Source: an optimization exercise on an open RTL-to-GDS flow (aim: small area). Production flows keep margins and buffers that such runs may drop. RTL that was checked went through simulation tests only; none was proved equivalent to the original. Power and IR drop assume default switching activity.

Design gasm_core, start of the top module:
module gasm_core #(
    parameter [31:0] OUT_ADDR        = 32'h0000_FF00,
    parameter [31:0] KBD_DATA_ADDR   = 32'h0000_FF04,
    parameter [31:0] KBD_STATUS_ADDR = 32'h0000_FF08,
    parameter [31:0] STACK_LO        = 32'h0000_E000,
    parameter [31:0] STACK_HI        = 32'h0000_F000
) (
    input  wire        clk,
    input  wire        rst,
    input  wire [31:0] entry,
    output reg         mem_valid,
    output reg         mem_we,
    output reg  [3:0]  mem_wstrb,
    output reg  [31:0] mem_addr,
    output reg  [31:0] mem_wdata,
    input  wire [31:0] mem_rdata,
    input  wire        mem_ready,
    output wire        boundary,
    input  wire        timer_tick,
    input  wire        kbd_valid,
    input  wire [7:0]  kbd_char,
    output reg         kbd_ack,
    output reg         out_valid,
    output reg  [7:0]  out_byte,
    output wire        halted,
    output wire        faulted,
    output wire [2:0]  fault_reason,
    output reg  [31:0] fault_value
);
==> flow/config.mk <==
export PLATFORM = sky130hd
export DESIGN_NAME = gasm_core
export DESIGN_NICKNAME = gasm_core
export VERILOG_FILES = /design/flow/design.v
export SDC_FILE = /design/flow/constraint.sdc
export NUM_CORES = 4
export LEC_CHECK = 0
export ABC_AREA = 1
export CAP_MARGIN = 20
export CORE_MARGIN = 2
export CORE_UTILIZATION = 70
export GPL_ROUTABILITY_DRIVEN = 1
export GPL_TIMING_DRIVEN = 0
export PLACE_DENSITY = 0.85
export SLEW_MARGIN = 20
==> flow/constraint.sdc <==
create_clock -name core_clock -period 20.0 [get_ports {clk}]
set_input_delay 4.0000 -clock core_clock [delete_from_list [all_inputs] [get_ports {clk}]]
set_output_delay 4.0000 -clock core_clock [all_outputs]
set_load 0.01 [all_outputs]
standard.sh (not shown) runs the stock make flow with config.mk's settings and CLKGATE_MAP_FILE= SYNTH_SCRIPT=/design/flow/synth_recipe.tcl, a recipe that flattens the netlist after the stock synthesis.
==> flow/flow/run.sh <==
#!/bin/bash
# Standard ORFS layout, with three changes to how it is built:
#  - after the standard synthesis, the combinational logic between the registers is
#    re-mapped with an area-oriented ABC script (flow/remap.abc); the registers,
#    their names and cell types, and the ports are left as the standard synthesis made them
#  - ports are buffered with the smallest buffer (sky130_fd_sc_hd__buf_1)
#  - the clock tree uses clkbuf_4 leaf clusters of at most 9 sinks within 60 um, and no dummy loads
set -euo pipefail
export BUFFER_PORTS_ARGS="-buffer_cell sky130_fd_sc_hd__buf_1"
export CTS_ARGS="-sink_clustering_enable -repair_clock_nets -dont_use_dummy_load -buf_list sky130_fd_sc_hd__clkbuf_4 -sink_clustering_size 8 -sink_clustering_max_diameter 60 -sink_buffer_max_cap_derate 1.0"

HERE=$PWD
RES=$HERE/orfs/results/$FLOW_PLATFORM/gasm_core/base
LIB=$FLOW_HOME/platforms/$FLOW_PLATFORM/lib/sky130_fd_sc_hd__tt_025C_1v80.lib

# 1. standard synthesis
bash standard.sh $RES/1_2_yosys.v > synth_standard.log 2>&1
cp $RES/1_2_yosys.v $HERE/synth_standard.v

# 2. re-map the combinational logic; sequential cells stay as black boxes
SEQ=$(grep -oE "sky130_fd_sc_hd__[a-z0-9_]+" $HERE/synth_standard.v | sort -u | grep -E "__(s?e?df|dl|sdl)" | tr '\n' ' ')
DU=$(sed -n '/DONT_USE_CELLS += /,/^#/p' $FLOW_HOME/platforms/$FLOW_PLATFORM/config.mk | grep -oE "sky130_fd_sc_hd__[a-z0-9_]+" | sed 's/^/-dont_use /' | tr '\n' ' ')
cat > $HERE/remap.ys <<EOY
read_liberty -ignore_miss_func $LIB
blackbox $SEQ
read_verilog $HERE/synth_standard.v
hierarchy -top $FLOW_TOP
flatten
opt_clean
abc -script $HERE/flow/remap.abc -liberty $LIB $DU
opt_clean -purge
hilomap -singleton -hicell sky130_fd_sc_hd__conb_1 HI -locell sky130_fd_sc_hd__conb_1 LO
splitnets
opt_clean -purge
stat -liberty $LIB
write_verilog -noattr -nohex -nodec $HERE/synth_remap.v
EOY
yosys -s $HERE/remap.ys > remap.log 2>&1
cp $HERE/synth_remap.v $RES/1_2_yosys.v

# 3. the rest of the standard layout on the re-mapped netlist
bash standard.sh > standard_flow.log 2>&1
==> flow/flow/remap.abc <==
strash
&get -n
&deepsyn -T 20
&dch -f
&nf -a -R 1000
&put
The first run produced a clean layout.
Change:
Settings changed: CORE_UTILIZATION 70 to 55, PLACE_DENSITY 0.85 to 0.75.
Outcome:
- The new run produced a clean layout
- routed wire length decreases by 13%
- worst setup slack is better by 0.16 ns
- power decreases by 1.5%
- first-iteration DRC count decreases by about 33%
- synthesized cell count is unchanged
- die area increases by 27%
- design area increases by about 0.6%
- clock power decreases by about 3.2%
- cell count increases by about 3.7%
- non-clock buffer count increases by 2
- fmax increases by about 1.1%
Change:
--- a/flow/flow/run.sh
+++ b/flow/flow/run.sh
@@ -10 +10 @@
-export CTS_ARGS="-sink_clustering_enable -repair_clock_nets -dont_use_dummy_load -buf_list sky130_fd_sc_hd__clkbuf_4 -sink_clustering_size 8 -sink_clustering_max_diameter 60 -sink_buffer_max_cap_derate 1.0"
+export CTS_ARGS="-sink_clustering_enable -repair_clock_nets -dont_use_dummy_load -buf_list sky130_fd_sc_hd__clkbuf_4 -sink_clustering_size 9 -sink_clustering_max_diameter 60 -sink_buffer_max_cap_derate 1.0"
Hold slack barely changes.
First-iteration DRC count goes up by a few percent.
Sequential cell count does not change.
Utilization goes down by 0.17 points.
Change:
Settings changed: CORE_UTILIZATION 55 to 30, PLACE_DENSITY 0.75 to 0.45.
The changed run passed the timing, DRC and antenna checks.
Die area grows by 82%.
Routed wire length grows by 11%.
Global-route usage fell by 11 points.
Synthesized cell count is unchanged.
Sequential share of layout area drops by 1.8 points.
Via count fell by 1.2%.

* * *

juniper:
Another version of the RTL of gasm_core (not shown whole).
Size in the first run: about 2800 cells after synthesis, about 200 I/O pins, about 27000 µm² of cells after synthesis.
clock: 20.0 ns
lec_check: 0
abc_area: 1
cap_margin: 20
core_margin: 2
core_utilization: 30
cts_buf_list: sky130_fd_sc_hd__clkbuf_4
gpl_routability_driven: 1
place_density: 0.45
slew_margin: 20
run.sh (not shown) runs the stock make flow with config.mk's settings and CLKGATE_MAP_FILE= SYNTH_SCRIPT=/design/flow/synth_recipe.tcl, a recipe that flattens the netlist after the stock synthesis.
Stock flow here: none of the scripts above is used.
What harbor does differently from juniper at the input level:
Settings: CTS_BUF_LIST no longer set, was sky130_fd_sc_hd__clkbuf_4.
Findings:
The flow did not stop early for harbor: all stages ran, and the layout cleared the timing, DRC and antenna checks.
harbor: final design area excluding fillers is 490 µm² higher than what juniper reported.
Going from juniper to harbor, number of buffers added by the clock tree synthesis step fell 115; clock tree cell share of total cell area rose 1.5 points.
The overall power consumption in harbor sits 0.31 mW above the value recorded for juniper.

* * *

## v6
Another version of the RTL of gasm_core (not shown whole).
For scale: ~2,600 cells after synthesis, about 790 flip-flops, about 200 I/O pins, about 27,000 um2 of cells after synthesis.
clock: 20.0 ns
lec_check: 0
abc_area: 1
cap_margin: 20
core_margin: 2
core_utilization: 30
gpl_routability_driven: 1
place_density: 0.45
slew_margin: 20
standard.sh (not shown) runs the stock make flow with config.mk's settings and CLKGATE_MAP_FILE= SYNTH_SCRIPT=/design/flow/synth_recipe.tcl, a recipe that flattens the netlist after the stock synthesis.
==> flow/flow/run.sh <==
#!/bin/bash
# Standard ORFS layout, with two changes to how it is built:
#  - ports are buffered with the smallest buffer (sky130_fd_sc_hd__buf_1)
#  - the clock tree uses clkbuf_8 leaf clusters of at most 20 sinks and no dummy loads
set -euo pipefail
export BUFFER_PORTS_ARGS="-buffer_cell sky130_fd_sc_hd__buf_1"
export CTS_ARGS="-sink_clustering_enable -repair_clock_nets -dont_use_dummy_load -buf_list sky130_fd_sc_hd__clkbuf_16 -sink_clustering_size 40"
bash standard.sh > standard_flow.log 2>&1
v6 finished every step from synthesis to the final layout, and the layout passed the timing, DRC and antenna checks.
Input-level comparison between v7 and v6:
- CTS_BUF_LIST now sky130_fd_sc_hd__clkbuf_8, previously not set
- CTS_CLUSTER_SIZE now 20, previously not set
==> flow/run.sh (new file) <==
#!/bin/bash
# synth_recipe.tcl (not shown) runs the flow's synth.tcl, then flattens the netlist and writes it again
# the make line also repeats each setting of config.mk as NAME=value (left out here)
make -C /OpenROAD-flow-scripts/flow DESIGN_CONFIG=/design/flow/config.mk WORK_HOME=/design/flow/orfs CLKGATE_MAP_FILE= SYNTH_SCRIPT=/design/flow/synth_recipe.tcl finish
removed: flow/flow/run.sh
removed: flow/standard.sh
Notes after the runs:
v7 — switching part of the total 1.3 points higher, v6 as reference
Diff v6..v7 | area share of xor/xnor cells in the synthesized design | unchanged
Compared with v6, placement density in the core of v7 is higher.
No functional check of the RTL was part of any run of this note.

* * *

Starting RTL as in the previous note.
Settings: LEC_CHECK=0, ABC_AREA=1, CAP_MARGIN=20, CORE_MARGIN=2, CORE_UTILIZATION=30, GPL_ROUTABILITY_DRIVEN=1, PLACE_DENSITY=0.45, SLEW_MARGIN=20; clock period 20.0 ns.
==> flow/flow/run.sh <==
#!/bin/bash
# Standard ORFS layout, with two changes to how it is built:
#  - ports are buffered with the smallest buffer (sky130_fd_sc_hd__buf_1)
#  - the clock tree uses clkbuf_8 leaf clusters of at most 20 sinks and no dummy loads
set -euo pipefail
export BUFFER_PORTS_ARGS="-buffer_cell sky130_fd_sc_hd__buf_1"
export CTS_ARGS="-sink_clustering_enable -repair_clock_nets -dont_use_dummy_load -buf_list sky130_fd_sc_hd__clkbuf_8 -sink_clustering_size 20"
bash standard.sh > standard_flow.log 2>&1
Then changed:
--- a/flow/flow/run.sh
+++ b/flow/flow/run.sh
@@ -5,4 +5,4 @@
 set -euo pipefail
 export BUFFER_PORTS_ARGS="-buffer_cell sky130_fd_sc_hd__buf_1"
-export CTS_ARGS="-sink_clustering_enable -repair_clock_nets -dont_use_dummy_load -buf_list sky130_fd_sc_hd__clkbuf_8 -sink_clustering_size 20"
+export CTS_ARGS="-sink_clustering_enable -repair_clock_nets -dont_use_dummy_load -buf_list sky130_fd_sc_hd__clkbuf_8 -sink_clustering_size 30"
 bash standard.sh > standard_flow.log 2>&1
Synthesized area is unchanged.
Sequential share of layout area is unchanged.
Final cell count stays the same.
Maximum frequency is unchanged.
Function was not checked in any run of this note: the RTL went through the layout flow alone.

* * *

gasm_core, a different RTL version from the one above (not shown whole).
For scale: about 2,600 cells after synthesis, about 200 I/O pins, about 26,000 um2 of cells after synthesis.
// gasm_core
module gasm_core #(
    parameter [31:0] OUT_ADDR        = 32'h0000_FF00,
    parameter [31:0] KBD_DATA_ADDR   = 32'h0000_FF04,
    parameter [31:0] KBD_STATUS_ADDR = 32'h0000_FF08,
    parameter [31:0] STACK_LO        = 32'h0000_E000,
    parameter [31:0] STACK_HI        = 32'h0000_F000
) (
    input  wire        clk,
    input  wire        rst,
    input  wire [31:0] entry,
    output reg         mem_valid,
    output reg         mem_we,
    output reg  [3:0]  mem_wstrb,
    output reg  [31:0] mem_addr,
    output reg  [31:0] mem_wdata,
    input  wire [31:0] mem_rdata,
    input  wire        mem_ready,
    output wire        boundary,
    input  wire        timer_tick,
    input  wire        kbd_valid,
    input  wire [7:0]  kbd_char,
    output reg         kbd_ack,
    output reg         out_valid,
    output reg  [7:0]  out_byte,
    output reg         halted,
    output reg         faulted,
    output wire [2:0]  fault_reason,
    output reg  [31:0] fault_value
);
    localparam [4:0] S_INIT  = 5'd0,    
  ...
export LEC_CHECK = 0
export ABC_AREA = 1
export CAP_MARGIN = 20
export CORE_MARGIN = 2
export CORE_UTILIZATION = 30
export GPL_ROUTABILITY_DRIVEN = 1
export PLACE_DENSITY = 0.45
export SLEW_MARGIN = 20
create_clock -name core_clock -period 20.0 [get_ports {clk}]
==> flow/flow/run.sh <==
#!/bin/bash
# Standard ORFS layout, with two changes to how it is built:
#  - ports are buffered with the smallest buffer (sky130_fd_sc_hd__buf_1)
#  - the clock tree uses clkbuf_4 leaf clusters of at most 9 sinks within 60 um, and no dummy loads
set -euo pipefail
export BUFFER_PORTS_ARGS="-buffer_cell sky130_fd_sc_hd__buf_1"
export CTS_ARGS="-sink_clustering_enable -repair_clock_nets -dont_use_dummy_load -buf_list sky130_fd_sc_hd__clkbuf_4 -sink_clustering_size 9 -sink_clustering_max_diameter 60 -sink_buffer_max_cap_derate 1.0"
bash standard.sh > standard_flow.log 2>&1
Change:
--- a/flow/flow/run.sh
+++ b/flow/flow/run.sh
@@ -3,3 +3,3 @@
 #  - ports are buffered with the smallest buffer (sky130_fd_sc_hd__buf_1)
-#  - the clock tree uses clkbuf_4 leaf clusters of at most 9 sinks within 60 um, and no dummy loads
+#  - the clock tree uses clkbuf_8 leaf clusters of at most 20 sinks and no dummy loads
 set -euo pipefail
What happened: The changed run finished clean; wire length is unchanged; design area does not change; maximum frequency stays the same; utilization is unchanged; flip-flop and latch count stays the same; worst hold slack is unchanged.
Change:
==> flow/flow/run.sh (replaced) <==
#!/bin/bash
# Standard ORFS layout, with two changes to how it is built:
#  - ports are buffered with the smallest buffer (sky130_fd_sc_hd__buf_1)
#  - the clock tree uses clkbuf_8 leaf clusters of at most 20 sinks and no dummy loads
set -euo pipefail
export BUFFER_PORTS_ARGS="-buffer_cell sky130_fd_sc_hd__buf_1"
export CTS_ARGS="-sink_clustering_enable -repair_clock_nets -dont_use_dummy_load -buf_list sky130_fd_sc_hd__clkbuf_16 -sink_clustering_size 36 -sink_clustering_max_diameter 100 -sink_buffer_max_cap_derate 1.0"
bash standard.sh > standard_flow.log 2>&1
Effect: Setup slack loses 0.040 ns. Critical path depth came out higher by 4. Synthesized area is unchanged. Final area came out higher slightly. Combinational power hardly moves.
Change:
==> flow/flow/run.sh (replaced) <==
#!/bin/bash
# Standard ORFS layout, with two changes to how it is built:
#  - ports are buffered with the smallest buffer (sky130_fd_sc_hd__buf_1)
#  - the clock tree uses clkbuf_8 leaf clusters of at most 20 sinks and no dummy loads
set -euo pipefail
export BUFFER_PORTS_ARGS="-buffer_cell sky130_fd_sc_hd__buf_1"
export CTS_ARGS="-sink_clustering_enable -repair_clock_nets -dont_use_dummy_load -buf_list sky130_fd_sc_hd__clkbuf_8 -sink_clustering_size 18 -sink_clustering_max_diameter 80 -sink_buffer_max_cap_derate 1.0"
bash standard.sh > standard_flow.log 2>&1
Flip-flop and latch count stays the same.
Sequential share of layout area increases by 0.27 points.
Register-to-register slack gains 0.02 ns.
Via count increases by 0.41%.
Cell area decreases by 0.47%.
First-iteration DRC count decreases by 1.5%.
Setup slack gains 0.017 ns.
Core utilization decreases by 0.16 points.
Die area is unchanged.
Total power decreases by 2.1%.

[afterwards: timing with drivers on the ports]
The flow's constraints put no driver on any port. The routed layouts listed below were extracted and timed again, unchanged, in two steps.
Step 1 assumes that a clkbuf_16 drives the clock port and a buf_2 every other input.
Step 2 adds t to the input delays and takes it off the output delays; t is the mean of the earliest and latest rising clock arrival at the registers after step 1. Input paths then give back, and output paths get back, about the clock's delay inside the block.
Slacks: ideal ports / drivers / drivers and shift; pairs: ideal ports / drivers.
run	t, ns	setup WS [ns]	worst setup path at the end	worst register clock-pin slew, ns
the first run of note 1	0.869	5.703 / 5.703 / 5.703	register to register	0.11 / 0.11
the second run of note 1	0.874	5.860 / 5.860 / 5.860	register to register	0.11 / 0.11
the third run of note 1	0.846	5.879 / 5.879 / 5.879	register to register	0.12 / 0.12
the fourth run of note 1	0.861	6.224 / 6.224 / 6.224	register to register	0.11 / 0.11
juniper	1.083	10.103 / 10.076 / 10.076	input to output	0.07 / 0.07
harbor	0.701	10.146 / 10.116 / 10.116	input to output	0.06 / 0.06
v6	0.670	3.236 / 3.236 / 3.236	register to register	0.06 / 0.06
v7	0.845	2.822 / 2.822 / 2.822	register to register	0.08 / 0.08
the first run of note 4	0.782	3.225 / 3.225 / 3.225	register to register	0.06 / 0.06
the second run of note 4	0.782	3.225 / 3.225 / 3.225	register to register	0.06 / 0.06
the first run of note 5	0.921	3.786 / 3.786 / 3.786	register to register	0.11 / 0.11
the second run of note 5	0.921	3.786 / 3.786 / 3.786	register to register	0.11 / 0.11
the third run of note 5	0.628	3.746 / 3.746 / 3.746	register to register	0.12 / 0.12
the fourth run of note 5	0.731	3.763 / 3.763 / 3.763	register to register	0.12 / 0.12
After both steps setup and hold are still met in every run listed. The setup slack of harbor, which loses most, moves by -0.030 ns with the drivers and by -0.030 ns with both steps.
